Background: an optimization exercise with open tools, aiming at small area. Do not read the settings as production practice. Where RTL was checked, it was by simulation tests only, not by an equivalence proof against the original. No activity file was given, so power comes from the tool's default toggle rates.

==> flow/design.v (excerpt) <==
module twi_engine (
    input  wire       clk,
    input  wire       rst,
    input  wire       cmd_valid,
    input  wire [7:0] cmd_data,
    output wire       cmd_ready,
    output wire       rsp_valid,
    output reg  [7:0] rsp_data,
    input  wire       rsp_ready,
    output reg        scl_oe,
    output reg        sda_oe,
    input  wire       sda_i
);
For scale: roughly 600 cells after synthesis, ~84 flip-flops, about 25 I/O pins, ~4800 um^2 of cells after synthesis.
export LEC_CHECK = 0
export ABC_AREA = 1
export CAP_MARGIN = 20
export CORE_MARGIN = 2
export CORE_UTILIZATION = 40
export CTS_BUF_LIST = sky130_fd_sc_hd__clkbuf_8
export PLACE_DENSITY = 0.6
export SLEW_MARGIN = 20
create_clock -name core_clock -period 10.0 [get_ports {clk}]
standard.sh (not shown) runs the stock make flow with config.mk's settings and CLKGATE_MAP_FILE= SYNTH_SCRIPT=/design/flow/synth_recipe.tcl, a recipe that flattens the netlist after the stock synthesis.
==> flow/flow/run.sh <==
#!/bin/bash
# The standard layout with these changes to how it is made:
#  * the port buffers are the smallest buffer cell.
#  * clock tree synthesis adds no dummy loads.
set -e
here=$(pwd)
rm -rf "$here/scripts"
cp -r "$FLOW_HOME/scripts" "$here/scripts"
cp "$here/flow/abc_area.script" "$here/scripts/abc_area.script"
export SCRIPTS_DIR="$here/scripts"
export BUFFER_PORTS_ARGS="-buffer_cell sky130_fd_sc_hd__buf_1"
export CTS_ARGS="-sink_clustering_enable -repair_clock_nets -buf_list sky130_fd_sc_hd__clkbuf_8 -dont_use_dummy_load"
bash standard.sh > standard.log 2>&1
==> flow/flow/abc_area.script <==
strash
balance
rewrite
refactor
balance
rewrite -z
refactor -z
rewrite -z
balance
dch -f
map -a
strash
dch -f
map -a
Change:
--- a/flow/design.v
+++ b/flow/design.v
@@ -80,25 +80,27 @@
             rge = g;
         end
     endfunction
     reg [2:0]  cstate;
     reg [3:0]  opc;
     reg [1:0]  argi;
     reg [3:0]  fph;       
-    reg        topen;
-    reg        taddr;
+    reg        topen;     
+    reg        taddr;     
+    reg        flag;      
     reg [7:0]  a1;
     reg [23:0] dq;
     reg        bbusy;     
     reg        bstop;     
     reg [4:0]  hc;        
     reg [9:0]  khz;       
     reg [12:0] acc;       
     reg [2:0]  cyc;       
     reg [1:0]  sync;
+    reg        ack;
     assign cmd_ready = cstate[2];
     assign rsp_valid = cstate[1];
     wire [3:0] cmd_code = {cmd_data[5], cmd_data[4] | cmd_data[2],
                            cmd_data[1] | cmd_data[2], cmd_data[0]};
     reg [1:0] last_arg;
     always @(*) begin
         last_arg = 2'd0;
@@ -237,17 +239,20 @@
             hc <= 5'd0;
         end else if (b_div) begin
             hc <= hc_inc;
             if (hc[3:0] == 4'd15)
                 khz <= {a1[1:0], dq[23:16]};
         end else if (half_end) begin
             hc <= hc_inc;
-            if (b_frame && hc[0] && (reading || mk_wd) &&
-                (!bitn[3] || (mk_wd && opc == O_WRITE)))
-                dq <= {dq[22:0], sda_in};
+            if (b_frame && hc[0]) begin
+                if (bitn[3])
+                    ack <= ~sda_in;
+                else if (reading || mk_wd)
+                    dq <= {dq[22:0], sda_in};
+            end
         end
         if (cstate == C_ARG && cmd_valid) begin
             if (argi == 2'd0) a1 <= cmd_data;
             if (!argi[1])     dq[23:16] <= cmd_data;
             if (argi == 2'd2) dq[15:8]  <= cmd_data;
             if (argi == 2'd3) dq[7:0]   <= cmd_data;
         end
@@ -279,23 +284,23 @@
                         if (mk_stop)
                             topen <= 1'b0;    
                         else
                             cstate <= C_WAIT;
                     end
                 end
                 C_WAIT: begin
-                    if (bidle)
+                    if (bidle) begin
+                        if (mk_start)
+                            topen <= 1'b1;
                         cstate <= C_ISSUE;
+                    end
                 end
                 default: begin  
-                    if (rsp_ready) begin
-                        if (opc == O_START)
-                            topen <= 1'b1;
+                    if (rsp_ready)
                         cstate <= C_ISSUE;
-                    end
                 end
             endcase
         end
     end
     always @(posedge clk) begin
         case (cstate)
             C_OPC: begin
@@ -307,29 +312,28 @@
                 if (cmd_valid) argi <= argi_inc;
             end
             C_ISSUE: begin
                 if (!mk_end && !mk_emit && bidle) begin
                     if (mk_stop) begin
                         fph <= nph;
                         if (f_two) argi <= argi_dec;
+                    end else begin
+                        flag <= mk_start ? topen : taddr;
                     end
                 end
             end
             C_WAIT: begin
                 if (bidle) begin
-                    if (mk_start) taddr <= 1'b1;
+                    taddr <= mk_start;
                     if (mk_wd && !f_two) argi <= argi_dec;
                     fph <= nph;
                 end
             end
             C_RSP: begin
-                if (rsp_ready) begin
-                    fph <= nph;
-                    if (opc == O_WRITE) taddr <= 1'b0;
-                end
+                if (rsp_ready) fph <= nph;
             end
             default: ;
         endcase
     end
     wire [6:0] v = a1[6:0];
     wire ge10 = rge({9'd0, v}, 16'd10);
     wire ge20 = rge({9'd0, v}, 16'd20);
@@ -345,25 +349,26 @@
                        (ge20 & ~ge40) | (ge60 & ~ge80),
                        (ge10 & ~ge20) | (ge30 & ~ge40) | (ge50 & ~ge60) |
                        (ge70 & ~ge80) | ge90};
     wire [2:0] u3     = radd({13'd0, a1[3:1]},
                              radd({13'd0, tens[2:0]}, {13'd0, tens[1:0], 1'b0}, 1'b0),
                              1'b0);
     wire [7:0] to_bcd = {tens, u3, a1[0]};
-    wire [7:0] f1       = radd({9'd0, a1[7:4], 3'd0}, {11'd0, a1[7:4], 1'b0}, 1'b0);
-    wire [7:0] from_bcd = radd({8'd0, f1}, {12'd0, a1[3:0]}, 1'b0);
+    wire [4:0] f1       = radd({12'd0, a1[7:4]}, {13'd0, a1[3:1]}, 1'b0);
+    wire [4:0] f2       = radd({12'd0, a1[7:4]}, {13'd0, f1[4:2]}, 1'b0);
+    wire [7:0] from_bcd = {f2, f1[1:0], a1[0]};
     always @(*) begin
         case (opc)
-            O_START: rsp_data = topen ? 8'h10 : 8'h08;
+            O_START: rsp_data = flag ? 8'h10 : 8'h08;
             O_WRITE: begin
-                if (taddr)
-                    rsp_data = a1[0] ? (dq[0] ? 8'h48 : 8'h40)
-                                     : (dq[0] ? 8'h20 : 8'h18);
+                if (flag)
+                    rsp_data = a1[0] ? (ack ? 8'h40 : 8'h48)
+                                     : (ack ? 8'h18 : 8'h20);
                 else
-                    rsp_data = dq[0] ? 8'h30 : 8'h28;
+                    rsp_data = ack ? 8'h28 : 8'h30;
             end
             O_TOBCD:   rsp_data = to_bcd;
             O_FROMBCD: rsp_data = from_bcd;
             default:   rsp_data = fph[0] ? dq[15:8] : dq[7:0];
         endcase
     end
 endmodule
What happened:
- The changed run completed without violations
- wire length goes up by 0.75%
- hold slack barely changes
- setup slack is better by 0.44 ns
- count of clock-buffer cells in the layout does not change
- first-iteration DRC count goes down by 9.6%
- synthesized area goes up by about 2%
- die area goes up by 2.0%
- maximum frequency goes up by about 7%
- final cell count goes up by about 0.4%
- power goes up by 0.87%
- clock power goes up by about 3%
- synthesized cell count hardly moves
- global-route usage goes down by 0.91 points
For the second run of this note, only the layout was checked, not whether the RTL still works.

-- separate check: timing with driven ports --
No port has a modelled driver above. Below, the same layouts with a new extraction and two added sets of constraints. Step 1: set_driving_cell puts a clkbuf_16 on clk and a buf_2 on each other input, an assumption about the parent block. Step 2 also shifts input and output timing later by t, the mid clock arrival at the registers, as if the neighbouring blocks saw the same clock. Slacks: ideal / step 1 / step 2; pairs: ideal / step 1.
run	shift t [ns]	slack for setup (ns)	clock arrival spread, ns
the first run	0.398	3.642 / 3.642 / 3.642	0.020 / 0.021
the second run	0.392	4.080 / 4.080 / 4.080	0.031 / 0.031
After both steps setup and hold are still met in every run listed.
